This design comes from an exercise in tuning for small area, a short achievable clock period and few clock cycles per item on the open sky130 flow, not from production work.
The RTL was checked by simulation tests, not by an equivalence proof against the original design.

`flow/flow/run.sh`:
```
#!/bin/bash
# The standard layout, with repair_timing asked for extra setup slack so
# that the gates on the filter loop are sized for speed.  The SDC (clock
# period, I/O delays) is the standard flow's own and is not touched.
set -euo pipefail
export SETUP_SLACK_MARGIN=27
bash standard.sh > standard.log 2>&1
```
`flow/standard.sh`:
```
#!/bin/bash
# synth_recipe.tcl (not shown) runs the flow's synth.tcl, then flattens the netlist and writes it again
# the make line also repeats each setting of config.mk as NAME=value (left out here)
make -C /OpenROAD-flow-scripts/flow DESIGN_CONFIG=/design/flow/config.mk WORK_HOME=/design/flow/orfs CLKGATE_MAP_FILE= SYNTH_SCRIPT=/design/flow/synth_recipe.tcl "${@:-finish}"
```
`flow/config.mk`:
```
export PLATFORM = sky130hd
export DESIGN_NAME = amf_rx
export DESIGN_NICKNAME = amf_rx
export VERILOG_FILES = /design/flow/design.v
export SDC_FILE = /design/flow/constraint.sdc
export NUM_CORES = 4
export LEC_CHECK = 0
export ABC_AREA = 1
export CAP_MARGIN = 20
export CORE_MARGIN = 2
export CORE_UTILIZATION = 40
export SLEW_MARGIN = 20
```
`flow/constraint.sdc`:
```
create_clock -name core_clock -period 35.0 [get_ports {clk}]
set_input_delay 7.0000 -clock core_clock [delete_from_list [all_inputs] [get_ports {clk}]]
set_output_delay 7.0000 -clock core_clock [all_outputs]
set_load 0.01 [all_outputs]
```
`flow/design.v`:
```
module mul07_tree (input wire [23:0] ms, input wire sh, output wire [48:0] w);
    wire nsh = ~sh;
    wire t1 = ms[17] ^ ms[16];
    wire t2 = ms[17] & ms[16];
    wire t3 = ms[18] ^ ms[17] ^ ms[14];
    wire t4 = (ms[18] & ms[17]) | (ms[18] & ms[14]) | (ms[17] & ms[14]);
    wire t5 = ms[19] ^ ms[18] ^ ms[15];
    wire t6 = (ms[19] & ms[18]) | (ms[19] & ms[15]) | (ms[18] & ms[15]);
    wire t7 = ms[20] ^ ms[19] ^ ms[16];
    wire t8 = (ms[20] & ms[19]) | (ms[20] & ms[16]) | (ms[19] & ms[16]);
    wire t9 = ms[15] ^ ms[12];
    wire t10 = ms[15] & ms[12];
    wire t11 = ms[21] ^ ms[20] ^ ms[17];
    wire t12 = (ms[21] & ms[20]) | (ms[21] & ms[17]) | (ms[20] & ms[17]);
    wire t13 = ms[16] ^ ms[13] ^ ms[12];
    wire t14 = (ms[16] & ms[13]) | (ms[16] & ms[12]) | (ms[13] & ms[12]);
    wire t15 = ms[9] ^ ms[8];
    wire t16 = ms[9] & ms[8];
    wire t17 = ms[22] ^ ms[21] ^ ms[18];
    wire t18 = (ms[22] & ms[21]) | (ms[22] & ms[18]) | (ms[21] & ms[18]);
    wire t19 = ms[17] ^ ms[14] ^ ms[13];
    wire t20 = (ms[17] & ms[14]) | (ms[17] & ms[13]) | (ms[14] & ms[13]);
    wire t21 = ms[10] ^ ms[9] ^ ms[6];
    wire t22 = (ms[10] & ms[9]) | (ms[10] & ms[6]) | (ms[9] & ms[6]);
    wire t23 = ms[5] ^ ms[2];
    wire t24 = ms[5] & ms[2];
    wire t25 = ms[23] ^ ms[22] ^ ms[19];
    wire t26 = (ms[23] & ms[22]) | (ms[23] & ms[19]) | (ms[22] & ms[19]);
    wire t27 = ms[18] ^ ms[15] ^ ms[14];
    wire t28 = (ms[18] & ms[15]) | (ms[18] & ms[14]) | (ms[15] & ms[14]);
    wire t29 = ms[11] ^ ms[10] ^ ms[7];
    wire t30 = (ms[11] & ms[10]) | (ms[11] & ms[7]) | (ms[10] & ms[7]);
    wire t31 = ms[6] ^ ms[3] ^ ms[2];
    wire t32 = (ms[6] & ms[3]) | (ms[6] & ms[2]) | (ms[3] & ms[2]);
    wire t33 = ms[23] ^ ms[20] ^ ms[19];
    wire t34 = (ms[23] & ms[20]) | (ms[23] & ms[19]) | (ms[20] & ms[19]);
    wire t35 = ms[16] ^ ms[15] ^ ms[12];
    wire t36 = (ms[16] & ms[15]) | (ms[16] & ms[12]) | (ms[15] & ms[12]);
    wire t37 = ms[11] ^ ms[8] ^ ms[7];
    wire t38 = (ms[11] & ms[8]) | (ms[11] & ms[7]) | (ms[8] & ms[7]);
    wire t39 = ms[4] ^ ms[3];
    wire t40 = ms[4] & ms[3];
    wire t41 = ms[21] ^ ms[20] ^ ms[17];
    wire t42 = (ms[21] & ms[20]) | (ms[21] & ms[17]) | (ms[20] & ms[17]);
    wire t43 = ms[16] ^ ms[13] ^ ms[12];
    wire t44 = (ms[16] & ms[13]) | (ms[16] & ms[12]) | (ms[13] & ms[12]);
    wire t45 = ms[9] ^ ms[8] ^ ms[5];
    wire t46 = (ms[9] & ms[8]) | (ms[9] & ms[5]) | (ms[8] & ms[5]);
    wire t47 = ms[22] ^ ms[21] ^ ms[18];
    wire t48 = (ms[22] & ms[21]) | (ms[22] & ms[18]) | (ms[21] & ms[18]);
    wire t49 = ms[17] ^ ms[14] ^ ms[13];
    wire t50 = (ms[17] & ms[14]) | (ms[17] & ms[13]) | (ms[14] & ms[13]);
    wire t51 = ms[10] ^ ms[9];
    wire t52 = ms[10] & ms[9];
    wire t53 = ms[23] ^ ms[22] ^ ms[19];
    wire t54 = (ms[23] & ms[22]) | (ms[23] & ms[19]) | (ms[22] & ms[19]);
    wire t55 = ms[18] ^ ms[15] ^ ms[14];
    wire t56 = (ms[18] & ms[15]) | (ms[18] & ms[14]) | (ms[15] & ms[14]);
    wire t57 = ms[11] ^ ms[10];
    wire t58 = ms[11] & ms[10];
    wire t59 = ms[23] ^ ms[20] ^ ms[19];
    wire t60 = (ms[23] & ms[20]) | (ms[23] & ms[19]) | (ms[20] & ms[19]);
    wire t61 = ms[16] ^ ms[15] ^ ms[12];
    wire t62 = (ms[16] & ms[15]) | (ms[16] & ms[12]) | (ms[15] & ms[12]);
    wire t63 = ms[21] ^ ms[20] ^ ms[17];
    wire t64 = (ms[21] & ms[20]) | (ms[21] & ms[17]) | (ms[20] & ms[17]);
    wire t65 = ms[22] ^ ms[21];
    wire t66 = ms[22] & ms[21];
    wire t67 = ms[23] ^ ms[22];
    wire t68 = ms[23] & ms[22];
    wire t69 = ms[12] ^ ms[11];
    wire t70 = ms[12] & ms[11];
    wire t71 = ms[13] ^ ms[12] ^ ms[9];
    wire t72 = (ms[13] & ms[12]) | (ms[13] & ms[9]) | (ms[12] & ms[9]);
    wire t73 = ms[8] ^ ms[5];
    wire t74 = ms[8] & ms[5];
    wire t75 = ms[14] ^ ms[13] ^ ms[10];
    wire t76 = (ms[14] & ms[13]) | (ms[14] & ms[10]) | (ms[13] & ms[10]);
    wire t77 = ms[9] ^ ms[6] ^ ms[5];
    wire t78 = (ms[9] & ms[6]) | (ms[9] & ms[5]) | (ms[6] & ms[5]);
    wire t79 = ms[15] ^ ms[14] ^ ms[11];
    wire t80 = (ms[15] & ms[14]) | (ms[15] & ms[11]) | (ms[14] & ms[11]);
    wire t81 = ms[10] ^ ms[7] ^ ms[6];
    wire t82 = (ms[10] & ms[7]) | (ms[10] & ms[6]) | (ms[7] & ms[6]);
    wire t83 = ms[16] ^ ms[15] ^ ms[12];
    wire t84 = (ms[16] & ms[15]) | (ms[16] & ms[12]) | (ms[15] & ms[12]);
    wire t85 = ms[11] ^ ms[8] ^ ms[7];
    wire t86 = (ms[11] & ms[8]) | (ms[11] & ms[7]) | (ms[8] & ms[7]);
    wire t87 = ms[4] ^ ms[3];
    wire t88 = ms[4] & ms[3];
    wire t89 = ms[13] ^ ms[12] ^ ms[9];
    wire t90 = (ms[13] & ms[12]) | (ms[13] & ms[9]) | (ms[12] & ms[9]);
    wire t91 = ms[8] ^ ms[5] ^ ms[4];
    wire t92 = (ms[8] & ms[5]) | (ms[8] & ms[4]) | (ms[5] & ms[4]);
    wire t93 = ms[1] ^ ms[0] ^ t1;
    wire t94 = (ms[1] & ms[0]) | (ms[1] & t1) | (ms[0] & t1);
    wire t95 = ms[13] ^ ms[10] ^ ms[9];
    wire t96 = (ms[13] & ms[10]) | (ms[13] & ms[9]) | (ms[10] & ms[9]);
    wire t97 = ms[6] ^ ms[5] ^ ms[2];
    wire t98 = (ms[6] & ms[5]) | (ms[6] & ms[2]) | (ms[5] & ms[2]);
    wire t99 = ms[1] ^ t2 ^ t3;
    wire t100 = (ms[1] & t2) | (ms[1] & t3) | (t2 & t3);
    wire t101 = ms[14] ^ ms[11] ^ ms[10];
    wire t102 = (ms[14] & ms[11]) | (ms[14] & ms[10]) | (ms[11] & ms[10]);
    wire t103 = ms[7] ^ ms[6] ^ ms[3];
    wire t104 = (ms[7] & ms[6]) | (ms[7] & ms[3]) | (ms[6] & ms[3]);
    wire t105 = ms[2] ^ t4 ^ t5;
    wire t106 = (ms[2] & t4) | (ms[2] & t5) | (t4 & t5);
    wire t107 = ms[11] ^ ms[8] ^ ms[7];
    wire t108 = (ms[11] & ms[8]) | (ms[11] & ms[7]) | (ms[8] & ms[7]);
    wire t109 = ms[4] ^ ms[3] ^ ms[0];
    wire t110 = (ms[4] & ms[3]) | (ms[4] & ms[0]) | (ms[3] & ms[0]);
    wire t111 = t6 ^ t7 ^ t9;
    wire t112 = (t6 & t7) | (t6 & t9) | (t7 & t9);
    wire t113 = ms[5] ^ ms[4] ^ ms[1];
    wire t114 = (ms[5] & ms[4]) | (ms[5] & ms[1]) | (ms[4] & ms[1]);
    wire t115 = ms[0] ^ t8 ^ t10;
    wire t116 = (ms[0] & t8) | (ms[0] & t10) | (t8 & t10);
    wire t117 = t11 ^ t13 ^ t15;
    wire t118 = (t11 & t13) | (t11 & t15) | (t13 & t15);
    wire t119 = ms[1] ^ 1'b1 ^ t12;
    wire t120 = (ms[1] & 1'b1) | (ms[1] & t12) | (1'b1 & t12);
    wire t121 = t14 ^ t16 ^ t17;
    wire t122 = (t14 & t16) | (t14 & t17) | (t16 & t17);
    wire t123 = t19 ^ t21 ^ t23;
    wire t124 = (t19 & t21) | (t19 & t23) | (t21 & t23);
    wire t125 = ms[0] ^ t18 ^ t20;
    wire t126 = (ms[0] & t18) | (ms[0] & t20) | (t18 & t20);
    wire t127 = t22 ^ t24 ^ t25;
    wire t128 = (t22 & t24) | (t22 & t25) | (t24 & t25);
    wire t129 = t27 ^ t29 ^ t31;
    wire t130 = (t27 & t29) | (t27 & t31) | (t29 & t31);
    wire t131 = ms[1] ^ t26 ^ t28;
    wire t132 = (ms[1] & t26) | (ms[1] & t28) | (t26 & t28);
    wire t133 = t30 ^ t32 ^ t33;
    wire t134 = (t30 & t32) | (t30 & t33) | (t32 & t33);
    wire t135 = t35 ^ t37 ^ t39;
    wire t136 = (t35 & t37) | (t35 & t39) | (t37 & t39);
    wire t137 = ms[4] ^ ms[2] ^ t34;
    wire t138 = (ms[4] & ms[2]) | (ms[4] & t34) | (ms[2] & t34);
    wire t139 = t36 ^ t38 ^ t40;
    wire t140 = (t36 & t38) | (t36 & t40) | (t38 & t40);
    wire t141 = t41 ^ t43 ^ t45;
    wire t142 = (t41 & t43) | (t41 & t45) | (t43 & t45);
    wire t143 = ms[6] ^ ms[5] ^ ms[3];
    wire t144 = (ms[6] & ms[5]) | (ms[6] & ms[3]) | (ms[5] & ms[3]);
    wire t145 = t42 ^ t44 ^ t46;
    wire t146 = (t42 & t44) | (t42 & t46) | (t44 & t46);
    wire t147 = t47 ^ t49 ^ t51;
    wire t148 = (t47 & t49) | (t47 & t51) | (t49 & t51);
    wire t149 = ms[7] ^ ms[6] ^ ms[4];
    wire t150 = (ms[7] & ms[6]) | (ms[7] & ms[4]) | (ms[6] & ms[4]);
    wire t151 = t48 ^ t50 ^ t52;
    wire t152 = (t48 & t50) | (t48 & t52) | (t50 & t52);
    wire t153 = t53 ^ t55 ^ t57;
    wire t154 = (t53 & t55) | (t53 & t57) | (t55 & t57);
    wire t155 = ms[11] ^ ms[8] ^ ms[7];
    wire t156 = (ms[11] & ms[8]) | (ms[11] & ms[7]) | (ms[8] & ms[7]);
    wire t157 = ms[5] ^ t54 ^ t56;
    wire t158 = (ms[5] & t54) | (ms[5] & t56) | (t54 & t56);
    wire t159 = t58 ^ t59 ^ t61;
    wire t160 = (t58 & t59) | (t58 & t61) | (t59 & t61);
    wire t161 = ms[16] ^ ms[13] ^ ms[12];
    wire t162 = (ms[16] & ms[13]) | (ms[16] & ms[12]) | (ms[13] & ms[12]);
    wire t163 = ms[9] ^ ms[8] ^ ms[6];
    wire t164 = (ms[9] & ms[8]) | (ms[9] & ms[6]) | (ms[8] & ms[6]);
    wire t165 = t60 ^ t62 ^ t63;
    wire t166 = (t60 & t62) | (t60 & t63) | (t62 & t63);
    wire t167 = ms[18] ^ ms[17] ^ ms[14];
    wire t168 = (ms[18] & ms[17]) | (ms[18] & ms[14]) | (ms[17] & ms[14]);
    wire t169 = ms[13] ^ ms[10] ^ ms[9];
    wire t170 = (ms[13] & ms[10]) | (ms[13] & ms[9]) | (ms[10] & ms[9]);
    wire t171 = ms[7] ^ t64 ^ t65;
    wire t172 = (ms[7] & t64) | (ms[7] & t65) | (t64 & t65);
    wire t173 = ms[19] ^ ms[18] ^ ms[15];
    wire t174 = (ms[19] & ms[18]) | (ms[19] & ms[15]) | (ms[18] & ms[15]);
    wire t175 = ms[14] ^ ms[11] ^ ms[10];
    wire t176 = (ms[14] & ms[11]) | (ms[14] & ms[10]) | (ms[11] & ms[10]);
    wire t177 = ms[8] ^ t66 ^ t67;
    wire t178 = (ms[8] & t66) | (ms[8] & t67) | (t66 & t67);
    wire t179 = ms[23] ^ ms[20] ^ ms[19];
    wire t180 = (ms[23] & ms[20]) | (ms[23] & ms[19]) | (ms[20] & ms[19]);
    wire t181 = ms[16] ^ ms[15] ^ ms[12];
    wire t182 = (ms[16] & ms[15]) | (ms[16] & ms[12]) | (ms[15] & ms[12]);
    wire t183 = ms[11] ^ ms[9] ^ t68;
    wire t184 = (ms[11] & ms[9]) | (ms[11] & t68) | (ms[9] & t68);
    wire t185 = ms[21] ^ ms[20] ^ ms[17];
    wire t186 = (ms[21] & ms[20]) | (ms[21] & ms[17]) | (ms[20] & ms[17]);
    wire t187 = ms[16] ^ ms[13] ^ ms[12];
    wire t188 = (ms[16] & ms[13]) | (ms[16] & ms[12]) | (ms[13] & ms[12]);
    wire t189 = ms[22] ^ ms[21] ^ ms[18];
    wire t190 = (ms[22] & ms[21]) | (ms[22] & ms[18]) | (ms[21] & ms[18]);
    wire t191 = ms[17] ^ ms[14];
    wire t192 = ms[17] & ms[14];
    wire t193 = ms[23] ^ ms[22] ^ ms[19];
    wire t194 = (ms[23] & ms[22]) | (ms[23] & ms[19]) | (ms[22] & ms[19]);
    wire t195 = ms[18] ^ ms[15];
    wire t196 = ms[18] & ms[15];
    wire t197 = ms[23] ^ ms[20] ^ ms[19];
    wire t198 = (ms[23] & ms[20]) | (ms[23] & ms[19]) | (ms[20] & ms[19]);
    wire t199 = ms[8] ^ ms[7];
    wire t200 = ms[8] & ms[7];
    wire t201 = ms[9] ^ ms[8] ^ ms[5];
    wire t202 = (ms[9] & ms[8]) | (ms[9] & ms[5]) | (ms[8] & ms[5]);
    wire t203 = ms[4] ^ ms[1];
    wire t204 = ms[4] & ms[1];
    wire t205 = ms[10] ^ ms[9] ^ ms[6];
    wire t206 = (ms[10] & ms[9]) | (ms[10] & ms[6]) | (ms[9] & ms[6]);
    wire t207 = ms[5] ^ ms[2] ^ ms[1];
    wire t208 = (ms[5] & ms[2]) | (ms[5] & ms[1]) | (ms[2] & ms[1]);
    wire t209 = ms[11] ^ ms[10] ^ ms[7];
    wire t210 = (ms[11] & ms[10]) | (ms[11] & ms[7]) | (ms[10] & ms[7]);
    wire t211 = ms[6] ^ ms[3] ^ ms[2];
    wire t212 = (ms[6] & ms[3]) | (ms[6] & ms[2]) | (ms[3] & ms[2]);
    wire t213 = ms[8] ^ ms[7] ^ ms[4];
    wire t214 = (ms[8] & ms[7]) | (ms[8] & ms[4]) | (ms[7] & ms[4]);
    wire t215 = ms[3] ^ ms[0] ^ t69;
    wire t216 = (ms[3] & ms[0]) | (ms[3] & t69) | (ms[0] & t69);
    wire t217 = ms[4] ^ ms[1] ^ ms[0];
    wire t218 = (ms[4] & ms[1]) | (ms[4] & ms[0]) | (ms[1] & ms[0]);
    wire t219 = t70 ^ t71 ^ t73;
    wire t220 = (t70 & t71) | (t70 & t73) | (t71 & t73);
    wire t221 = ms[2] ^ ms[1] ^ t72;
    wire t222 = (ms[2] & ms[1]) | (ms[2] & t72) | (ms[1] & t72);
    wire t223 = t74 ^ t75 ^ t77;
    wire t224 = (t74 & t75) | (t74 & t77) | (t75 & t77);
    wire t225 = ms[3] ^ ms[2] ^ t76;
    wire t226 = (ms[3] & ms[2]) | (ms[3] & t76) | (ms[2] & t76);
    wire t227 = t78 ^ t79 ^ t81;
    wire t228 = (t78 & t79) | (t78 & t81) | (t79 & t81);
    wire t229 = ms[0] ^ t80 ^ t82;
    wire t230 = (ms[0] & t80) | (ms[0] & t82) | (t80 & t82);
    wire t231 = t83 ^ t85 ^ t87;
    wire t232 = (t83 & t85) | (t83 & t87) | (t85 & t87);
    wire t233 = t84 ^ t86 ^ t88;
    wire t234 = (t84 & t86) | (t84 & t88) | (t86 & t88);
    wire t235 = t89 ^ t91 ^ t93;
    wire t236 = (t89 & t91) | (t89 & t93) | (t91 & t93);
    wire t237 = t90 ^ t92 ^ t94;
    wire t238 = (t90 & t92) | (t90 & t94) | (t92 & t94);
    wire t239 = t95 ^ t97 ^ t99;
    wire t240 = (t95 & t97) | (t95 & t99) | (t97 & t99);
    wire t241 = t96 ^ t98 ^ t100;
    wire t242 = (t96 & t98) | (t96 & t100) | (t98 & t100);
    wire t243 = t101 ^ t103 ^ t105;
    wire t244 = (t101 & t103) | (t101 & t105) | (t103 & t105);
    wire t245 = t102 ^ t104 ^ t106;
    wire t246 = (t102 & t104) | (t102 & t106) | (t104 & t106);
    wire t247 = t107 ^ t109 ^ t111;
    wire t248 = (t107 & t109) | (t107 & t111) | (t109 & t111);
    wire t249 = t108 ^ t110 ^ t112;
    wire t250 = (t108 & t110) | (t108 & t112) | (t110 & t112);
    wire t251 = t113 ^ t115 ^ t117;
    wire t252 = (t113 & t115) | (t113 & t117) | (t115 & t117);
    wire t253 = t114 ^ t116 ^ t118;
    wire t254 = (t114 & t116) | (t114 & t118) | (t116 & t118);
    wire t255 = t119 ^ t121 ^ t123;
    wire t256 = (t119 & t121) | (t119 & t123) | (t121 & t123);
    wire t257 = t120 ^ t122 ^ t124;
    wire t258 = (t120 & t122) | (t120 & t124) | (t122 & t124);
    wire t259 = t125 ^ t127 ^ t129;
    wire t260 = (t125 & t127) | (t125 & t129) | (t127 & t129);
    wire t261 = t126 ^ t128 ^ t130;
    wire t262 = (t126 & t128) | (t126 & t130) | (t128 & t130);
    wire t263 = t131 ^ t133 ^ t135;
    wire t264 = (t131 & t133) | (t131 & t135) | (t133 & t135);
    wire t265 = t132 ^ t134 ^ t136;
    wire t266 = (t132 & t134) | (t132 & t136) | (t134 & t136);
    wire t267 = t137 ^ t139 ^ t141;
    wire t268 = (t137 & t139) | (t137 & t141) | (t139 & t141);
    wire t269 = t138 ^ t140 ^ t142;
    wire t270 = (t138 & t140) | (t138 & t142) | (t140 & t142);
    wire t271 = t143 ^ t145 ^ t147;
    wire t272 = (t143 & t145) | (t143 & t147) | (t145 & t147);
    wire t273 = t144 ^ t146 ^ t148;
    wire t274 = (t144 & t146) | (t144 & t148) | (t146 & t148);
    wire t275 = t149 ^ t151 ^ t153;
    wire t276 = (t149 & t151) | (t149 & t153) | (t151 & t153);
    wire t277 = t150 ^ t152 ^ t154;
    wire t278 = (t150 & t152) | (t150 & t154) | (t152 & t154);
    wire t279 = t155 ^ t157 ^ t159;
    wire t280 = (t155 & t157) | (t155 & t159) | (t157 & t159);
    wire t281 = t156 ^ t158 ^ t160;
    wire t282 = (t156 & t158) | (t156 & t160) | (t158 & t160);
    wire t283 = t161 ^ t163 ^ t165;
    wire t284 = (t161 & t163) | (t161 & t165) | (t163 & t165);
    wire t285 = t162 ^ t164 ^ t166;
    wire t286 = (t162 & t164) | (t162 & t166) | (t164 & t166);
    wire t287 = t167 ^ t169 ^ t171;
    wire t288 = (t167 & t169) | (t167 & t171) | (t169 & t171);
    wire t289 = t168 ^ t170 ^ t172;
    wire t290 = (t168 & t170) | (t168 & t172) | (t170 & t172);
    wire t291 = t173 ^ t175 ^ t177;
    wire t292 = (t173 & t175) | (t173 & t177) | (t175 & t177);
    wire t293 = t174 ^ t176 ^ t178;
    wire t294 = (t174 & t176) | (t174 & t178) | (t176 & t178);
    wire t295 = t179 ^ t181 ^ t183;
    wire t296 = (t179 & t181) | (t179 & t183) | (t181 & t183);
    wire t297 = ms[10] ^ t180 ^ t182;
    wire t298 = (ms[10] & t180) | (ms[10] & t182) | (t180 & t182);
    wire t299 = t184 ^ t185 ^ t187;
    wire t300 = (t184 & t185) | (t184 & t187) | (t185 & t187);
    wire t301 = ms[13] ^ ms[11] ^ t186;
    wire t302 = (ms[13] & ms[11]) | (ms[13] & t186) | (ms[11] & t186);
    wire t303 = t188 ^ t189 ^ t191;
    wire t304 = (t188 & t189) | (t188 & t191) | (t189 & t191);
    wire t305 = ms[14] ^ ms[12] ^ t190;
    wire t306 = (ms[14] & ms[12]) | (ms[14] & t190) | (ms[12] & t190);
    wire t307 = t192 ^ t193 ^ t195;
    wire t308 = (t192 & t193) | (t192 & t195) | (t193 & t195);
    wire t309 = ms[16] ^ ms[15] ^ ms[13];
    wire t310 = (ms[16] & ms[15]) | (ms[16] & ms[13]) | (ms[15] & ms[13]);
    wire t311 = t194 ^ t196 ^ t197;
    wire t312 = (t194 & t196) | (t194 & t197) | (t196 & t197);
    wire t313 = ms[21] ^ ms[20] ^ ms[17];
    wire t314 = (ms[21] & ms[20]) | (ms[21] & ms[17]) | (ms[20] & ms[17]);
    wire t315 = ms[16] ^ ms[14] ^ t198;
    wire t316 = (ms[16] & ms[14]) | (ms[16] & t198) | (ms[14] & t198);
    wire t317 = ms[22] ^ ms[21] ^ ms[18];
    wire t318 = (ms[22] & ms[21]) | (ms[22] & ms[18]) | (ms[21] & ms[18]);
    wire t319 = ms[17] ^ ms[15];
    wire t320 = ms[17] & ms[15];
    wire t321 = ms[23] ^ ms[22] ^ ms[19];
    wire t322 = (ms[23] & ms[22]) | (ms[23] & ms[19]) | (ms[22] & ms[19]);
    wire t323 = ms[18] ^ ms[16];
    wire t324 = ms[18] & ms[16];
    wire t325 = ms[23] ^ ms[20] ^ ms[19];
    wire t326 = (ms[23] & ms[20]) | (ms[23] & ms[19]) | (ms[20] & ms[19]);
    wire t327 = ms[5] ^ ms[4];
    wire t328 = ms[5] & ms[4];
    wire t329 = ms[6] ^ ms[5] ^ ms[2];
    wire t330 = (ms[6] & ms[5]) | (ms[6] & ms[2]) | (ms[5] & ms[2]);
    wire t331 = ms[7] ^ ms[6] ^ ms[3];
    wire t332 = (ms[7] & ms[6]) | (ms[7] & ms[3]) | (ms[6] & ms[3]);
    wire t333 = ms[4] ^ ms[3] ^ ms[0];
    wire t334 = (ms[4] & ms[3]) | (ms[4] & ms[0]) | (ms[3] & ms[0]);
    wire t335 = ms[0] ^ t200 ^ t201;
    wire t336 = (ms[0] & t200) | (ms[0] & t201) | (t200 & t201);
    wire t337 = t202 ^ t204 ^ t205;
    wire t338 = (t202 & t204) | (t202 & t205) | (t204 & t205);
    wire t339 = t206 ^ t208 ^ t209;
    wire t340 = (t206 & t208) | (t206 & t209) | (t208 & t209);
    wire t341 = t210 ^ t212 ^ t213;
    wire t342 = (t210 & t212) | (t210 & t213) | (t212 & t213);
    wire t343 = t214 ^ t216 ^ t217;
    wire t344 = (t214 & t216) | (t214 & t217) | (t216 & t217);
    wire t345 = t218 ^ t220 ^ t221;
    wire t346 = (t218 & t220) | (t218 & t221) | (t220 & t221);
    wire t347 = t222 ^ t224 ^ t225;
    wire t348 = (t222 & t224) | (t222 & t225) | (t224 & t225);
    wire t349 = t226 ^ t228 ^ t229;
    wire t350 = (t226 & t228) | (t226 & t229) | (t228 & t229);
    wire t351 = t230 ^ t232 ^ t233;
    wire t352 = (t230 & t232) | (t230 & t233) | (t232 & t233);
    wire t353 = t234 ^ t236 ^ t237;
    wire t354 = (t234 & t236) | (t234 & t237) | (t236 & t237);
    wire t355 = t238 ^ t240 ^ t241;
    wire t356 = (t238 & t240) | (t238 & t241) | (t240 & t241);
    wire t357 = t242 ^ t244 ^ t245;
    wire t358 = (t242 & t244) | (t242 & t245) | (t244 & t245);
    wire t359 = t246 ^ t248 ^ t249;
    wire t360 = (t246 & t248) | (t246 & t249) | (t248 & t249);
    wire t361 = t250 ^ t252 ^ t253;
    wire t362 = (t250 & t252) | (t250 & t253) | (t252 & t253);
    wire t363 = t254 ^ t256 ^ t257;
    wire t364 = (t254 & t256) | (t254 & t257) | (t256 & t257);
    wire t365 = t258 ^ t260 ^ t261;
    wire t366 = (t258 & t260) | (t258 & t261) | (t260 & t261);
    wire t367 = t262 ^ t264 ^ t265;
    wire t368 = (t262 & t264) | (t262 & t265) | (t264 & t265);
    wire t369 = t266 ^ t268 ^ t269;
    wire t370 = (t266 & t268) | (t266 & t269) | (t268 & t269);
    wire t371 = t270 ^ t272 ^ t273;
    wire t372 = (t270 & t272) | (t270 & t273) | (t272 & t273);
    wire t373 = t274 ^ t276 ^ t277;
    wire t374 = (t274 & t276) | (t274 & t277) | (t276 & t277);
    wire t375 = t278 ^ t280 ^ t281;
    wire t376 = (t278 & t280) | (t278 & t281) | (t280 & t281);
    wire t377 = t282 ^ t284 ^ t285;
    wire t378 = (t282 & t284) | (t282 & t285) | (t284 & t285);
    wire t379 = t286 ^ t288 ^ t289;
    wire t380 = (t286 & t288) | (t286 & t289) | (t288 & t289);
    wire t381 = t290 ^ t292 ^ t293;
    wire t382 = (t290 & t292) | (t290 & t293) | (t292 & t293);
    wire t383 = t294 ^ t296 ^ t297;
    wire t384 = (t294 & t296) | (t294 & t297) | (t296 & t297);
    wire t385 = t298 ^ t300 ^ t301;
    wire t386 = (t298 & t300) | (t298 & t301) | (t300 & t301);
    wire t387 = t302 ^ t304 ^ t305;
    wire t388 = (t302 & t304) | (t302 & t305) | (t304 & t305);
    wire t389 = t306 ^ t308 ^ t309;
    wire t390 = (t306 & t308) | (t306 & t309) | (t308 & t309);
    wire t391 = t310 ^ t312 ^ t313;
    wire t392 = (t310 & t312) | (t310 & t313) | (t312 & t313);
    wire t393 = t314 ^ t316 ^ t317;
    wire t394 = (t314 & t316) | (t314 & t317) | (t316 & t317);
    wire t395 = t318 ^ t320 ^ t321;
    wire t396 = (t318 & t320) | (t318 & t321) | (t320 & t321);
    wire t397 = ms[17] ^ t322 ^ t324;
    wire t398 = (ms[17] & t322) | (ms[17] & t324) | (t322 & t324);
    wire t399 = ms[21] ^ ms[20] ^ ms[18];
    wire t400 = (ms[21] & ms[20]) | (ms[21] & ms[18]) | (ms[20] & ms[18]);
    wire t401 = ms[22] ^ ms[21];
    wire t402 = ms[22] & ms[21];
    wire t403 = ms[23] ^ ms[22];
    wire t404 = ms[23] & ms[22];
    wire t405 = ms[4] ^ ms[3];
    wire t406 = ms[4] & ms[3];
    wire t407 = ms[1] ^ ms[0] ^ t327;
    wire t408 = (ms[1] & ms[0]) | (ms[1] & t327) | (ms[0] & t327);
    wire t409 = ms[1] ^ t328 ^ t329;
    wire t410 = (ms[1] & t328) | (ms[1] & t329) | (t328 & t329);
    wire t411 = ms[2] ^ t330 ^ t331;
    wire t412 = (ms[2] & t330) | (ms[2] & t331) | (t330 & t331);
    wire t413 = t199 ^ t332 ^ t333;
    wire t414 = (t199 & t332) | (t199 & t333) | (t332 & t333);
    wire t415 = t203 ^ t334 ^ t335;
    wire t416 = (t203 & t334) | (t203 & t335) | (t334 & t335);
    wire t417 = t207 ^ t336 ^ t337;
    wire t418 = (t207 & t336) | (t207 & t337) | (t336 & t337);
    wire t419 = t211 ^ t338 ^ t339;
    wire t420 = (t211 & t338) | (t211 & t339) | (t338 & t339);
    wire t421 = t215 ^ t340 ^ t341;
    wire t422 = (t215 & t340) | (t215 & t341) | (t340 & t341);
    wire t423 = t219 ^ t342 ^ t343;
    wire t424 = (t219 & t342) | (t219 & t343) | (t342 & t343);
    wire t425 = t223 ^ t344 ^ t345;
    wire t426 = (t223 & t344) | (t223 & t345) | (t344 & t345);
    wire t427 = t227 ^ t346 ^ t347;
    wire t428 = (t227 & t346) | (t227 & t347) | (t346 & t347);
    wire t429 = t231 ^ t348 ^ t349;
    wire t430 = (t231 & t348) | (t231 & t349) | (t348 & t349);
    wire t431 = t235 ^ t350 ^ t351;
    wire t432 = (t235 & t350) | (t235 & t351) | (t350 & t351);
    wire t433 = t239 ^ t352 ^ t353;
    wire t434 = (t239 & t352) | (t239 & t353) | (t352 & t353);
    wire t435 = t243 ^ t354 ^ t355;
    wire t436 = (t243 & t354) | (t243 & t355) | (t354 & t355);
    wire t437 = t247 ^ t356 ^ t357;
    wire t438 = (t247 & t356) | (t247 & t357) | (t356 & t357);
    wire t439 = t251 ^ t358 ^ t359;
    wire t440 = (t251 & t358) | (t251 & t359) | (t358 & t359);
    wire t441 = t255 ^ t360 ^ t361;
    wire t442 = (t255 & t360) | (t255 & t361) | (t360 & t361);
    wire t443 = t259 ^ t362 ^ t363;
    wire t444 = (t259 & t362) | (t259 & t363) | (t362 & t363);
    wire t445 = t263 ^ t364 ^ t365;
    wire t446 = (t263 & t364) | (t263 & t365) | (t364 & t365);
    wire t447 = t267 ^ t366 ^ t367;
    wire t448 = (t267 & t366) | (t267 & t367) | (t366 & t367);
    wire t449 = t271 ^ t368 ^ t369;
    wire t450 = (t271 & t368) | (t271 & t369) | (t368 & t369);
    wire t451 = t275 ^ t370 ^ t371;
    wire t452 = (t275 & t370) | (t275 & t371) | (t370 & t371);
    wire t453 = t279 ^ t372 ^ t373;
    wire t454 = (t279 & t372) | (t279 & t373) | (t372 & t373);
    wire t455 = t283 ^ t374 ^ t375;
    wire t456 = (t283 & t374) | (t283 & t375) | (t374 & t375);
    wire t457 = t287 ^ t376 ^ t377;
    wire t458 = (t287 & t376) | (t287 & t377) | (t376 & t377);
    wire t459 = t291 ^ t378 ^ t379;
    wire t460 = (t291 & t378) | (t291 & t379) | (t378 & t379);
    wire t461 = t295 ^ t380 ^ t381;
    wire t462 = (t295 & t380) | (t295 & t381) | (t380 & t381);
    wire t463 = t299 ^ t382 ^ t383;
    wire t464 = (t299 & t382) | (t299 & t383) | (t382 & t383);
    wire t465 = t303 ^ t384 ^ t385;
    wire t466 = (t303 & t384) | (t303 & t385) | (t384 & t385);
    wire t467 = t307 ^ t386 ^ t387;
    wire t468 = (t307 & t386) | (t307 & t387) | (t386 & t387);
    wire t469 = t311 ^ t388 ^ t389;
    wire t470 = (t311 & t388) | (t311 & t389) | (t388 & t389);
    wire t471 = t315 ^ t390 ^ t391;
    wire t472 = (t315 & t390) | (t315 & t391) | (t390 & t391);
    wire t473 = t319 ^ t392 ^ t393;
    wire t474 = (t319 & t392) | (t319 & t393) | (t392 & t393);
    wire t475 = t323 ^ t394 ^ t395;
    wire t476 = (t323 & t394) | (t323 & t395) | (t394 & t395);
    wire t477 = t325 ^ t396 ^ t397;
    wire t478 = (t325 & t396) | (t325 & t397) | (t396 & t397);
    wire t479 = t326 ^ t398 ^ t399;
    wire t480 = (t326 & t398) | (t326 & t399) | (t398 & t399);
    wire t481 = ms[19] ^ t400 ^ t401;
    wire t482 = (ms[19] & t400) | (ms[19] & t401) | (t400 & t401);
    wire t483 = ms[20] ^ t402 ^ t403;
    wire t484 = (ms[20] & t402) | (ms[20] & t403) | (t402 & t403);
    wire t485 = ms[23] ^ ms[21] ^ t404;
    wire t486 = (ms[23] & ms[21]) | (ms[23] & t404) | (ms[21] & t404);
    wire t487 = t440 ^ t441 ^ nsh;
    wire t488 = (t440 & t441) | (t440 & nsh) | (t441 & nsh);
    wire t489 = t442 ^ t443;
    wire t490 = t442 & t443;
    wire t491 = t444 ^ t445;
    wire t492 = t444 & t445;
    wire t493 = t446 ^ t447;
    wire t494 = t446 & t447;
    wire t495 = t448 ^ t449;
    wire t496 = t448 & t449;
    wire t497 = t450 ^ t451;
    wire t498 = t450 & t451;
    wire t499 = t452 ^ t453;
    wire t500 = t452 & t453;
    wire t501 = t454 ^ t455;
    wire t502 = t454 & t455;
    wire t503 = t456 ^ t457;
    wire t504 = t456 & t457;
    wire t505 = t458 ^ t459;
    wire t506 = t458 & t459;
    wire t507 = t460 ^ t461;
    wire t508 = t460 & t461;
    wire t509 = t462 ^ t463;
    wire t510 = t462 & t463;
    wire t511 = t464 ^ t465;
    wire t512 = t464 & t465;
    wire t513 = t466 ^ t467;
    wire t514 = t466 & t467;
    wire t515 = t468 ^ t469;
    wire t516 = t468 & t469;
    wire t517 = t470 ^ t471;
    wire t518 = t470 & t471;
    wire t519 = t472 ^ t473;
    wire t520 = t472 & t473;
    wire t521 = t474 ^ t475;
    wire t522 = t474 & t475;
    wire t523 = t476 ^ t477;
    wire t524 = t476 & t477;
    wire t525 = t478 ^ t479;
    wire t526 = t478 & t479;
    wire t527 = t480 ^ t481;
    wire t528 = t480 & t481;
    wire t529 = t482 ^ t483;
    wire t530 = t482 & t483;
    wire t531 = t484 ^ t485;
    wire t532 = t484 & t485;
    wire t533 = ms[22] ^ t486;
    wire t534 = ms[22] & t486;
    wire [48:0] ra = {1'b0, 1'b0, t534, t532, t530, t528, t526, t524, t522, t520, t518, t516, t514, t512, t510, t508, t506, t504, t502, t500, t498, t496, t494, t492, t490, t488, t487, t438, t436, t434, t432, t430, t428, t426, t424, t422, t420, t418, t416, t414, t412, t410, t408, t406, ms[0], ms[3], ms[2], ms[1], ms[0]};
    wire [48:0] rb = {1'b0, 1'b0, ms[23], t533, t531, t529, t527, t525, t523, t521, t519, t517, t515, t513, t511, t509, t507, t505, t503, t501, t499, t497, t495, t493, t491, t489, 1'b0, t439, t437, t435, t433, t431, t429, t427, t425, t423, t421, t419, t417, t415, t413, t411, t409, t407, t405, ms[2], ms[1], ms[0], 1'b0};
    assign w = ra + rb;
endmodule
module filt_step (
    input  wire [30:0] s,
    input  wire        hs,        
    input  wire [7:0]  te,
    input  wire [23:0] tm,
    output wire [30:0] y,
    output wire        hy         
);
    wire [7:0]  es  = s[30:23];
    wire [23:0] ms  = {hs, s[22:0]};
    wire        big = es > 8'd1;
    wire        p47 = ms >= 24'hB6DB6E;         
    wire        sh  = big & ~p47;               
    wire [48:0] w;
    mul07_tree u_tree (.ms(ms), .sh(sh), .w(w));
    wire [7:0]  esf = big ? es : 8'd1;
    wire [7:0]  eh  = esf - {7'd0, sh};
    wire        hge = eh >= te;
    wire [24:0] mh  = sh ? w[47:23] : w[48:24];    
    wire [7:0]  da  = eh - te;
    wire        fa  = da > 8'd27;
    wire [27:0] tx  = {1'b0, tm, 3'b000};
    wire [27:0] ts  = tx >> da[4:0];
    wire        tl  = fa ? (|tm) : (|(tx & ~(28'hFFFFFFF << da[4:0])));
    wire [27:0] tz  = fa ? {27'd0, tl} : {ts[27:1], ts[0] | tl};
    wire [7:0]  db  = te - esf + 8'd1;
    wire        fb  = db > 8'd28;
    wire [28:0] hx  = {w[48:24], w[23] & sh, 3'b000};
    wire [28:0] hsh = hx >> db[4:0];
    wire        hl  = fb ? (|hx) : (|(hx & ~(29'h1FFFFFFF << db[4:0])));
    wire [27:0] hz  = fb ? {27'd0, hl} : {hsh[27:1], hsh[0] | hl};
    wire [24:0] xa  = hge ? mh : {1'b0, tm};
    wire [27:0] zb  = hge ? tz : hz;
    wire [7:0]  ex  = hge ? eh : te;
    wire [2:0]  low = zb[2:0];
    wire [24:0] zh  = zb[27:3];
    wire [25:0] ya  = {1'b0, xa} + {1'b0, zh};
    wire [26:0] yc  = {1'b0, xa, 1'b1} + {1'b0, zh, 1'b1};
    wire [25:0] yb  = yc[26:1];                 
    wire        ovf = ya[24];
    wire        inc0 = low[2] & (low[1] | low[0] | ya[0]);
    wire        inc1 = ya[0] & ((|low) | ya[1]);
    wire [24:0] m0  = inc0 ? yb[24:0] : ya[24:0];
    wire [24:0] m1  = inc1 ? yb[25:1] : ya[25:1];
    wire [24:0] mn  = ovf ? m1 : m0;
    wire [24:0] px  = xa ^ zh;
    wire        ro0 = inc0 & (&px[23:0]) & ~px[24];
    wire        ro1 = inc1 & (&px[24:0]);
    wire [7:0]  exm = ex - 8'd1;
    wire [7:0]  ex1 = ex + 8'd1;
    wire [7:0]  ex2 = ex + 8'd2;
    wire        sub = (ex == 8'd1);
    wire [7:0]  ey0 = ro0 ? ex1 : ((sub & ~m0[23]) ? exm : ex);
    wire [7:0]  ey1 = ro1 ? ex2 : ex1;
    wire [7:0]  ey  = ovf ? ey1 : ey0;
    assign y  = {ey, mn[22:0]};
    assign hy = ~sub | ovf | m0[24] | m0[23];
endmodule
module mul03_pre (
    input  wire [30:0] x,
    output wire [25:0] mx2,
    output wire [7:0]  er
);
    wire [7:0]  ex  = x[30:23];
    wire [23:0] mx  = {ex != 8'd0, x[22:0]};
    wire        q47 = mx >= 24'hD55555;         
    wire        lo  = ex < 8'd2;
    wire        e2  = ex == 8'd2;
    assign mx2 = lo ? {2'b00, mx} : (e2 | q47) ? {1'b0, mx, 1'b0} : {mx, 2'b00};
    assign er  = (lo | e2) ? 8'd1 : (q47 ? ex - 8'd1 : ex - 8'd2);
endmodule
module mul03 (
    input  wire [25:0] mx2,
    input  wire [7:0]  er,
    output wire [7:0]  e,
    output wire [23:0] m
);
    wire [29:0] b9  = {4'd0, mx2} + {1'b0, mx2, 3'b000};
    wire [33:0] b153 = {4'd0, b9} + {b9, 4'd0};
    wire [49:0] q   = {16'd0, b153} + {8'd0, b153, 8'd0} + {b153, 16'd0} + {24'd0, mx2};
    wire [23:0] mt  = q[48:25];
    wire        g   = q[24];
    wire        st  = |mx2[22:0];                 
    wire        inc = g & (st | mt[0]);
    wire [24:0] mr  = {1'b0, mt} + {24'd0, inc};
    assign m = mr[24] ? 24'h800000 : mr[23:0];
    assign e = mr[24] ? er + 8'd1 : er;
endmodule
module amf_rx (
    input  wire        clk,
    input  wire        rst,
    input  wire        in_valid,
    output wire        in_ready,
    input  wire [31:0] sample,
    output reg         frm_valid,
    output wire [63:0] frm_payload,
    output reg         frm_crc_ok
);
    assign in_ready = 1'b1;
    reg        m_valid;
    reg [25:0] m_x2;             
    reg [7:0]  m_er;             
    wire [25:0] x2_next;
    wire [7:0]  er_next;
    mul03_pre u_pre (.x(sample[30:0]), .mx2(x2_next), .er(er_next));
    always @(posedge clk) begin
        m_valid <= in_valid & ~rst;
        m_x2    <= x2_next;
        m_er    <= er_next;
    end
    reg        t_valid;
    reg [7:0]  t_e;
    reg [23:0] t_m;
    wire [7:0]  te_next;
    wire [23:0] tm_next;
    mul03 u_new (.mx2(m_x2), .er(m_er), .e(te_next), .m(tm_next));
    always @(posedge clk) begin
        t_valid <= m_valid & ~rst;
        t_e     <= te_next;
        t_m     <= tm_next;
    end
    reg  [30:0] smoothed;
    reg         smoothed_h;      
    wire        smoothed_h_next;
    reg  [4:0]  decim_count;
    reg         fwd_valid;
    wire [30:0] smoothed_next;
    filt_step u_filt (.s(smoothed), .hs(smoothed_h), .te(t_e), .tm(t_m),
                      .y(smoothed_next), .hy(smoothed_h_next));
    always @(posedge clk) begin
        if (rst) begin
            smoothed    <= 31'd0;
            smoothed_h  <= 1'b0;
            decim_count <= 5'd0;
            fwd_valid   <= 1'b0;
        end else begin
            fwd_valid <= t_valid && decim_count == 5'd16;
            if (t_valid) begin
                smoothed    <= smoothed_next;
                smoothed_h  <= smoothed_h_next;
                decim_count <= (decim_count == 5'd16) ? 5'd0 : decim_count + 5'd1;
            end
        end
    end
    wire        chip_valid;
    wire        chip;
    peak_ser u_peak (.clk(clk), .rst(rst), .start(fwd_valid), .v(smoothed),
                     .chip(chip), .chip_valid(chip_valid));
    localparam [1:0] LOW_A = 2'd0, LOW_B = 2'd1, HIGH_A = 2'd2, HIGH_B = 2'd3;
    localparam [15:0] X48A = 16'h807B;    
    localparam [11:0] X48Q = 12'h913;     
    reg        last_chip;
    reg  [2:0] since_edge;
    reg  [1:0] phase;
    reg [47:0] frame;           
    reg  [3:0] ones;            
    reg [15:0] rem_a;           
    reg [11:0] rem_q;           
    wire [2:0] since_next = (chip != last_chip) ? 3'd1 : since_edge + 3'd1;
    wire       mid_bit    = (since_next == 3'd4);
    wire       emit       = chip_valid && mid_bit && phase[0];
    wire       d          = phase[1];
    wire       match      = ~frame[47] && (ones == 4'd15);
    reg [1:0] phase_next;
    always @* begin
        case (phase)
            LOW_A:   phase_next = chip ? HIGH_B : LOW_A;
            LOW_B:   phase_next = chip ? HIGH_A : LOW_A;
            HIGH_A:  phase_next = chip ? HIGH_A : LOW_B;
            default: phase_next = chip ? HIGH_A : LOW_A;
        endcase
    end
    wire [16:0] ra  = {rem_a, d};
    wire [15:0] ra1 = (ra[16] ? ra[15:0] ^ 16'h8005 : ra[15:0]) ^ (frame[47] ? X48A : 16'd0);
    wire [12:0] rq  = {rem_q, d};
    wire [11:0] rq1 = (rq[12] ? rq[11:0] ^ 12'h805 : rq[11:0]) ^ (frame[47] ? X48Q : 12'd0);
    wire [3:0]  brand = frame[46:43];
    wire        crc_next = (brand == 4'd2 || brand == 4'd10) ? (rq1 == 12'd0 && frame[2:0] == 3'd0 && ~d)
                                                           : (ra1 == 16'd0);
    always @(posedge clk) begin
        if (rst) begin
            last_chip  <= 1'b0;
            since_edge <= 3'd0;
            phase      <= LOW_A;
        end else if (chip_valid) begin
            last_chip  <= chip;
            since_edge <= since_next;
            if (mid_bit)
                phase <= phase_next;
        end
    end
    always @(posedge clk) begin
        if (rst || frm_valid) begin
            frame     <= 48'd0;
            ones      <= 4'd0;
            rem_a     <= 16'd0;
            rem_q     <= 12'd0;
            frm_valid <= 1'b0;
        end else if (emit) begin
            frame     <= {frame[46:0], d};
            ones      <= frame[47] ? ones + {3'd0, ones != 4'd15} : 4'd0;
            rem_a     <= ra1;
            rem_q     <= rq1;
            frm_valid <= match;
        end
    end
    always @(posedge clk)
        frm_crc_ok <= crc_next;
    assign frm_payload = {16'hFFFE, frame};
endmodule
module peak_ser (
    input  wire        clk,
    input  wire        rst,
    input  wire        start,
    input  wire [30:0] v,
    output reg         chip,
    output reg         chip_valid
);
    localparam [25:0] FLOOR = 26'hAAAAAB;       
    localparam [25:0] ONE   = 26'h2000000;
    reg  [25:0] ook_max;        
    reg  [25:0] cr;             
    reg         busy;
    reg  [3:0]  cnt;
    reg         vsmall, c_ge_f, c_gt_q, dhi, fl, thi;
    reg         bo;             
    reg         gt;             
    reg  [1:0]  zc;             
    reg         zz;             
    wire [7:0]  ve = v[30:23];
    wire [25:0] c  = (ve >= 8'd127) ? ONE :
                     (ve == 8'd126) ? {1'b0, 1'b1, v[22:0], 1'b0} :
                                      {2'b00, 1'b1, v[22:0]};
    wire        first = cnt == 4'd0;
    wire [25:0] delta = dhi ? 26'd3356 : 26'd3355;
    wire [1:0]  dk    = delta[{cnt, 1'b0} +: 2];
    wire [2:0]  dt    = {1'b0, ook_max[1:0]} - {1'b0, dk} - {2'b00, bo};
    wire [1:0]  dd    = dt[1:0];
    wire [1:0]  cc    = cr[1:0];
    wire        gt_n  = (cc > dd) | ((cc == dd) & gt);
    wire [1:0]  z4c   = first ? 2'b00 : cr[25:24];
    wire        dprev = ~first & ook_max[25];
    wire [1:0]  znd   = ~dd;
    wire [1:0]  zn2d  = {~dd[0], ~dprev};
    wire [1:0]  zk    = thi ? (first ? 2'b10 : 2'b11) : 2'b00;
    wire [3:0]  zs    = {2'b00, z4c} + {2'b00, znd} + {2'b00, zn2d} + {2'b00, zk} + {2'b00, zc};
    wire [3:0]  zt    = {2'b00, cr[25:24]} + 4'd3 + {2'b00, 1'b1, ~ook_max[25]} + {2'b00, thi, thi} + {2'b00, zc};
    wire        zsign = zt[2] ^ thi;           
    wire [2:0]  ztop  = {zsign, zt[1:0]};
    wire        zeq   = zz & (ztop == 3'd0);
    wire        zpos  = ~zsign & ~zeq;
    wire        gt_d  = zpos | (zeq & (thi ? cr[1] : cr[0]));
    wire        take  = ~vsmall & (fl ? c_ge_f : gt);
    wire        chp   = take | (~vsmall & (fl ? c_gt_q : gt_d));
    always @(posedge clk) begin
        if (rst) begin
            ook_max    <= FLOOR;
            busy       <= 1'b0;
            chip_valid <= 1'b0;
        end else begin
            chip_valid <= 1'b0;
            if (start) begin
                busy   <= 1'b1;
                cnt    <= 4'd0;
                cr     <= c;
                vsmall <= ve < 8'd125;
                c_ge_f <= c >= FLOOR;
                c_gt_q <= c > 26'h800000;      
                dhi    <= ook_max >= 26'd16780572;    
                fl     <= ook_max < 26'd11188166;     
                thi    <= ook_max >= 26'd22372978;    
                bo     <= 1'b0;
                gt     <= 1'b0;
                zc     <= 2'd0;
                zz     <= 1'b1;
            end else if (busy) begin
                if (cnt != 4'd13) begin
                    cnt     <= cnt + 4'd1;
                    cr      <= {cr[1:0], cr[25:2]};
                    ook_max <= {dd, ook_max[25:2]};
                    bo      <= dt[2];
                    gt      <= gt_n;
                    zc      <= zs[3:2];
                    zz      <= zz & (zs[1:0] == 2'd0);
                end else begin
                    busy       <= 1'b0;
                    chip       <= chp;
                    chip_valid <= 1'b1;
                    ook_max    <= take ? cr : (fl ? FLOOR : ook_max);
                end
            end
        end
    end
endmodule
```
==> results of run 1 <==
==> cells in the final DEF (no fill, tap or decap), types with 24 or more instances in the layout <==
cell,n
a21oi_1,247
a21oi_2,66
a21oi_4,28
a31oi_1,40
buf_4,323
buf_6,78
clkbuf_16,33
dfxtp_1,141
dfxtp_2,54
dfxtp_4,27
edfxtp_1,42
fa_1,168
fa_2,27
ha_1,242
ha_4,72
inv_1,808
inv_2,82
nand2_1,1042
nand2_2,120
nand2_4,36
nand3_1,245
nand3_2,70
nand4_1,58
nor2_1,437
nor2_2,48
nor2_4,36
nor3_1,45
nor4_1,24
o211ai_1,71
o21ai_0,295
o21ai_1,76
o21ai_2,35
o22ai_1,33
xnor2_1,53
xor2_1,132
==> repair_timing <==
item                       4_1_cts  5_1_grt
setup endpoints to repair      240      177
cloned                          12        3
pin swaps                      227      256
hold buffers                     0        0
buffers inserted               236      100
gates resized for setup        981      434
==> critical path: stages <==
cell and delay (ns):
buf_4 0.13, nor2_4 0.12, inv_2 0.06, nor2_4 0.13, inv_4 0.07, o2111ai_4 0.23
o32ai_2 0.12, a21oi_2 0.18, nand2_4 0.12, nor2_4 0.14, inv_6 0.09, buf_12 0.14
buf_16 0.13, o21ai_1 0.12, o21ai_1 0.07
==> routing by layer <==
layer | wire length, um | up-vias
met5 | 0 | -
met4 | 6135 | 0
met3 | 6094 | 299
met2 | 60100 | 1104
met1 | 53750 | 17283
li1 | - | 18230
==> through the flow <==
stage	utilization [%]	hold slack (ns)
floorplan	-	0.3883
global placement	42.39	0.3857
detailed placement	42.39	0.3881
CTS	48.85	0.4313
global route	52.05	0.4417
finish	52.05	0.4181
==> sequential cells by signal (all words and copies together), names as in the netlist, 2 cells and up <==
register	count
decim_count	5
t_e	8
u_peak.cr	26
smoothed	31
since_edge	3
rem_a	16
frame	48
u_peak.ook_max	26
phase	2
ones	4
m_x2	26
m_er	8
u_peak.cnt	4
u_peak.zc	2
t_m	24
rem_q	12
==> area by class of cell <==
cell class	instances	area [sq um]	share of cell area, %
clock inverters	18	240.2	0.5231
repair buffers	459	4178	9.096
repair inverters	2	15.01	0.03269
clock buffers	36	803.3	1.749
inverters	916	3542	7.712
multi-input cells	4061	29820	64.92
well taps	1165	1458	3.174
flip-flops and latches	264	5874	12.79
==> synthesized netlist by cell type, types with 12 or more instances <==
library cell     n
a21oi_1        334
a22oi_1         17
a31oi_1         50
buf_4           20
clkbuf_1       117
dfxtp_1        222
edfxtp_1        42
fa_1           195
ha_1           326
inv_1          876
inv_2           35
nand2_1       1180
nand2_2         15
nand3_1        312
nand4_1         58
nor2_1         515
nor3_1          58
nor4_1          29
o211ai_1        71
o21a_1          25
o21ai_0        385
o21ai_1         24
o221ai_1        24
o22ai_1         36
or2_2           12
xnor2_1         70
xor2_1         156
==> final timing paths <==
path              cells after the start  slack, ns    startpoint      endpoint
setup reg to reg                     45      26.91  smoothed[21]  smoothed[14]
hold reg to reg                       2       0.42       m_valid       t_valid
hold / removal                        2       0.42       m_valid       t_valid
setup / recovery                     15      26.63    sample[25]       m_x2[4]
==> logic make-up after synthesis <==
family	synth area share, %
compound gates	17.12
xor+xnor	5.832
fa+ha+maj	22.47
buf+inv	12.04
flops	16.06
mux	0.1127
other cells	0.02114
simple gates	26.34
==> key figures, run 1 <==
Die
  • Die Ht: around 300 um
  • Die span in x: between 300 and 400 um
  • Initial Util: about two fifths
  • Site Rows: approximately 110
  • I/O pin count: slightly above 100
  • Core area: around 0.088 sq mm
  • Die Area: ~0.091 sq mm

Synthesis
  • Yosys reg bits: 264
  • Synth Instances: roughly 5400
  • Synth top area share: between 10% and 20%
  • Avg Inst Size Synth: 6.589 sq um
  • Async SR Flop Fraction: 0%
  • Post-synth top flop: dfxtp_1
  • Netlist Area Pre-Place: 0.03553 sq mm
  • Largest cells by area after synthesis: dfxtp_1, nand2_1, ha_1
  • Synthesis Warnings: 2
  • Cell variety after synth: 75
  • Synth area leader: dfxtp_1
  • Post-synth EDFFs: 42
  • Register area share after synthesis: 16.06%

Hold path
  • Hold crit path type: flop to flop

Global route
  • Top Usage Layer GRT: met2
  • Initial antenna violation count: 1
  • Tot GR Track Use: about a quarter
  • Global routing usage on met3: approximately 2.7%
  • Total grt overflow: 0
  • Largest net degree at the start of global routing: between 80 and 90
  • Met1 Use GR: 34.03%
  • Global routing usage on met2: about 45%
  • Vias in the first global route: around 35000
  • First-pass GRT wire length: approximately 190000 um

Timing
  • Setup repair after global routing missed its margin: yes
  • Slew margin rel.: between 30% and 40%
  • Final setup fails: 0
  • Peak Freq: between 100 and 150 MHz
  • Fin Setup TNS: 0 ns
  • PnR worst setup slack: 26.63 ns
  • Count of final hold-check violations: 0
  • Final Slew Violations: 0
  • Worst slew pin tran: 1.007 ns
  • Fin crit share: between 20% and 30%
  • Min Tclk post-route: about 8.4 ns
  • Fin Clk Skew: 0.03094 ns

Critical path
  • CP Capture Type: flop
  • Worst Setup Path Type: primary input to flop
  • CP Data Arrival Time: between 8 and 9 ns
  • CP Launch Type: primary input
  • Worst Path Required: 35.50 ns
  • CP Max Fanout: 6

Route
  • ANT nets after route: 0
  • Initial DRC count: 2829
  • Vias post-DR: between 30000 and 40000
  • DR DRC count: 0
  • Total Routed Length: roughly 130000 um
  • Router iterations before antenna repair: 6
  • Post-DR wirelength/cell: roughly 18 um
  • Vias/cell: between 5 and 6

CTS
  • Worst-Skew Late Latency: slightly above 0.6 ns
  • Worst-path clk slew: about 0.070 ns
  • Root Driver: clkbuf_16
  • Cts bufs inserted: 29
  • CTS sink cnt: 264
  • TritonCTS clock tree: done
  • CTS Buffer Depth: 3
  • H-Tree Depth: 1

Place
  • DP Worst Slack: ~25 ns
  • Dpl cell area: ~0.037 sq mm
  • DP HPWL: around 94000 um
  • Placed Cells: about 6500
  • Number of port buffers: between 80 and 90
  • Final Wtd Congestion: between 0.9 and 1

Final layout
  • Final instance area: 0.04593 sq mm
  • Finished Layout Cells: 6921
  • Share of layout cells above drive strength 1: 23.91%
  • Area grow syn2layout: 29.28%
  • Final #Nets: 6289
  • # diodes: 0
  • Fillers: 8469

Status
  • Status: finished clean

Run
  • Max cap viols: 0
Testbench counts, summed over its fixed seeds: cycles 882,746, items 882,746.
==> run 2, diff against run 1 <==
==> flow/flow/run.sh (replaced) <==
#!/bin/bash
# The standard layout, with repair_timing asked for extra setup slack so
# that the gates on the filter loop are sized for speed.  The SDC (clock
# period, I/O delays) is the standard flow's own and is not touched.
set -euo pipefail
export SETUP_SLACK_MARGIN=26
bash standard.sh > standard.log 2>&1
--- a/flow/config.mk
+++ b/flow/config.mk
@@ -8,5 +8,5 @@
 export ABC_AREA = 1
 export CAP_MARGIN = 20
 export CORE_MARGIN = 2
-export CORE_UTILIZATION = 40
+export CORE_UTILIZATION = 60
 export SLEW_MARGIN = 20
==> run 2 against run 1 <==
Against the previous run:
- still clean on timing, DRC and antenna
- synthesized cell count stayed put
- sequential share of layout area up 1.8 points
- die area is 33% lower
- worst hold slack gained 0.0024 ns
- final cell count fell by 9.8%
- via count shrank 2.9%
- synthesized area unchanged
- critical path depth decreased by 6
- largest cell class unchanged
==> key figures, run 2 <==
Status
  • Status: finished clean

Hold path
  • Hold crit path type: flop to flop
  • Hold wc startpoint: m_valid

Timing
  • Worst slew pin tran: 1.073 ns (+0.06612 ns)
  • Count of final hold-check violations: 0 (unchanged)
  • Final setup fails: 0 (unchanged)
  • Final Slew Violations: 0 (unchanged)
  • Fin Clk Skew: 0.03523 ns (+0.004296 ns)
  • Min Tclk post-route: 8.909 ns (+0.5359 ns)
  • Peak Freq: 112.3 MHz (-6.0%)
  • Fin crit share: 25.45% (+1.5 points)
  • Slew margin rel.: 28.43% (-4.0 points)
  • Fin Setup TNS: 0 ns (unchanged)
  • Setup repair after global routing missed its margin: no

Critical path
  • Buf/Inv on CP: 3 (-3)
  • CP Data Arrival Time: 9.43 ns (+0.56 ns)
  • RR Startpoint: smoothed[20]
  • Worst Setup Path Type: primary input to flop
  • CP Capture Type: flop
  • CP Max Fanout: 29 (+23)
  • CP Cell Sequence: clkdlybuf4s50_1 -> nor2_1 -> nand2_1 -> inv_1 -> nand2_2 -> clkinvlp_2 -> a21oi_1 -> o21ai_0 -> o21ai_0
  • Critical Path Start: sample[27]
  • Top Family by Delay on Critical Path: buffers and inverters
  • Most used cell along the critical path: o21ai_0
  • Critical path's largest stage delay: 0.59 ns (+0.36 ns)
  • Worst Path Required: 35.52 ns (+0.02 ns)
  • CP Launch Type: primary input
  • Slowest CP cell: clkinvlp_2

Synthesis
  • Post-synth EDFFs: 42 (unchanged)
  • Synth area leader: dfxtp_1
  • Yosys reg bits: 264 (unchanged)
  • Most common cell in the netlist: nand2_1
  • Post-synth top flop: dfxtp_1
  • Synth top area share: 12.51% (unchanged)
  • Async SR Flop Fraction: 0% (unchanged)
  • Register area share after synthesis: 16.06% (unchanged)
  • Avg Inst Size Synth: 6.589 sq um (unchanged)
  • Synthesis Warnings: 2 (unchanged)
  • Cell variety after synth: 75 (unchanged)
  • Largest cells by area after synthesis: dfxtp_1, nand2_1, ha_1
  • Top cells by count, synth: nand2_1, inv_1, nor2_1, o21ai_0, a21oi_1
  • Synth Instances: 5392 (unchanged)
  • Netlist Area Pre-Place: 0.03553 sq mm (unchanged)

Final layout
  • Commonest non-fill, non-tap cell in the layout: nand2_1
  • Most frequent cells in the layout: nand2_1, inv_1, nor2_1, o21ai_0, a21oi_1
  • Top reg by flops: frame
  • Area grow syn2layout: 11.43%
  • Share of layout cells above drive strength 1: 8.699% (-15 points)
  • # diodes: 0 (unchanged)
  • Largest registers: frame (48), smoothed (31)
  • Max reg flops: 48 (unchanged)
  • Final #Nets: 6004 (-4.5%)

Place
  • DP HPWL: 89100 um (-5.6%)
  • Final Wtd Congestion: 1.040 (+6.3%)
  • Number of port buffers: 83 (unchanged)

CTS
  • CTS Hold Bufs: 0 (unchanged)
  • Root Driver: clkbuf_16
  • H-Tree Depth: 1 (unchanged)
  • CTS Buffer Depth: 3 (unchanged)
  • Worst-Skew Late Latency: 0.59 ns (-0.02 ns)
  • Worst-path clk slew: 0.06 ns (about the same)
  • CTS sink cnt: 264 (unchanged)
  • Cts bufs inserted: 31 (+6.9%)
  • TritonCTS clock tree: done

Die
  • Die span in x: 247.3 um (-18%)
  • Die Area: 0.06117 sq mm (-33%)
  • Core area: 0.05880 sq mm (-33%)
  • Die Ht: 247.3 um (-18%)
  • Initial Util: 60.42% (+20 points)
  • Site Rows: 89 (-18%)
  • I/O pin count: 102 (unchanged)

Global route
  • Largest net degree at the start of global routing: 89 (unchanged)
  • Vias in the first global route: 32747 (-5.6%)
  • Total grt overflow: 0 (unchanged)
  • First-pass GRT wire length: 173100 um (-9.1%)
  • Tot GR Track Use: 35.57% (+9.4 points)
  • Initial antenna violation count: 0 (-1)

Route
  • Initial DRC count: 3230 (+14%)
  • Vias post-DR: 35839 (-2.9%)
  • Vias/cell: 5.739 (+7.6%)
  • Post-DR wirelength/cell: 18.15 um (-0.36%)
  • Router iterations before antenna repair: 6 (unchanged)
  • DR DRC count: 0 (unchanged)
  • ANT nets after route: 0 (unchanged)
  • Total Routed Length: 113400 um (-10%)

Run
  • Max cap viols: 0 (unchanged)
run 2: kinds of logic (layout without fill, tap and decap cells):
logic type      Yosys count  count (layout)  share of synthesized area, %
simple gates           2230            2233                         26.34
flops                   264             264                         16.06
compound gates         1053            1053                         17.12
mux                       4               4                        0.1127
fa+ha+maj               521             521                         22.47
xor+xnor                231             231                         5.832
buf+inv                1087            1148                         12.04
other cells               2              18                       0.02114
run 2: path summary, 6_finish.rpt:
path / endpoint / slack, ns / depth (start not counted)
hold reg to reg: t_valid / 0.42 / 2
setup reg to reg: smoothed[22] / 26.26 / 37
setup / recovery: m_x2[18] / 26.09 / 9
hold / removal: t_valid / 0.42 / 2
run 2: cell type report:
cell class | instances | area, sq um
Timing Repair inverter | 8 | 55.05
Clock inverter | 17 | 138.9
Tap cell | 773 | 967.2
Fill cell | 5395 | 19210
Multi-Input combinational cell | 4060 | 26790
Inverter | 916 | 3460
Clock buffer | 40 | 859.6
Sequential cell | 264 | 5772
Timing Repair Buffer | 167 | 1545
run 2: what timing repair did:
item,4_1_cts,5_1_grt
endpoints found under the setup margin,90,91
cloned,8,3
setup buffers,11,48
pin swaps,5,43
resized for setup,77,223
run 2: worst register-to-register path: cells and delay by family (launching register included):
family	cells	cell delay (ns)
adder cells (fa/ha/maj)	8	3.68
flip-flops	1	0.40
AO/OA/AOI/OAI	10	2.09
buffers and inverters	8	0.92
AND/OR/NAND/NOR	10	1.28
XOR/XNOR	1	0.19
run 2: per-layer routing:
layer | share of wire (%) | vias up | track usage, %
met5 | 0 | - | 0
met3 | 6.9 | 356 | 3.806
met1 | 40 | 16448 | 45.34
li1 | - | 17656 | -
met2 | 47 | 1379 | 59.97
met4 | 6.2 | 0 | 17.63
run 2: metrics by stage:
step / setup slack, ns / cell area, sq um / utilization, % / std cells / hold WS, ns
detailed placement: 24.71 / 36770 / 62.54 / 6117 / 0.4199
floorplan: 26.12 / 35590 / - / 5408 / 0.3883
global route: 25.83 / 39580 / 67.32 / 6245 / 0.4513
CTS: 26.00 / 38180 / 64.93 / 6193 / 0.4268
finish: 26.09 / 39580 / 67.32 / 6245 / 0.4205
global placement: 24.75 / 36770 / 62.54 / 6117 / 0.4145

==> port drivers added, routing unchanged <==
How much do the figures lean on ideal ports? The routed layouts below were timed once more, with nothing changed but the port constraints.
Step 1 (the two cells are an assumption about what drives the block):
set clk [get_ports {clk}]
set_driving_cell -lib_cell sky130_fd_sc_hd__clkbuf_16 $clk
set_driving_cell -lib_cell sky130_fd_sc_hd__buf_2 [delete_from_list [all_inputs] $clk]
Step 2 adds t to the input delays and takes it off the output delays; t is the mean of the earliest and latest rising clock arrival at the registers after step 1. Input paths then give back, and output paths get back, about the clock's delay inside the block.
Slacks: no drivers / after step 1 / after step 2; pairs: no drivers / after step 1.
| run | shift t [ns] | slack for setup (ns) | pins driven straight from the clock port |
|---|---|---|---|
| run 1 | 0.660 | 26.627 / 26.651 / 25.991 | 1 |
| run 2 | 0.649 | 26.092 / 26.125 / 25.477 | 1 |
After both steps setup and hold are still met in every run listed. For run 1, which loses most, drivers alone change the setup slack by +0.024 ns; drivers and shift together by -0.636 ns.
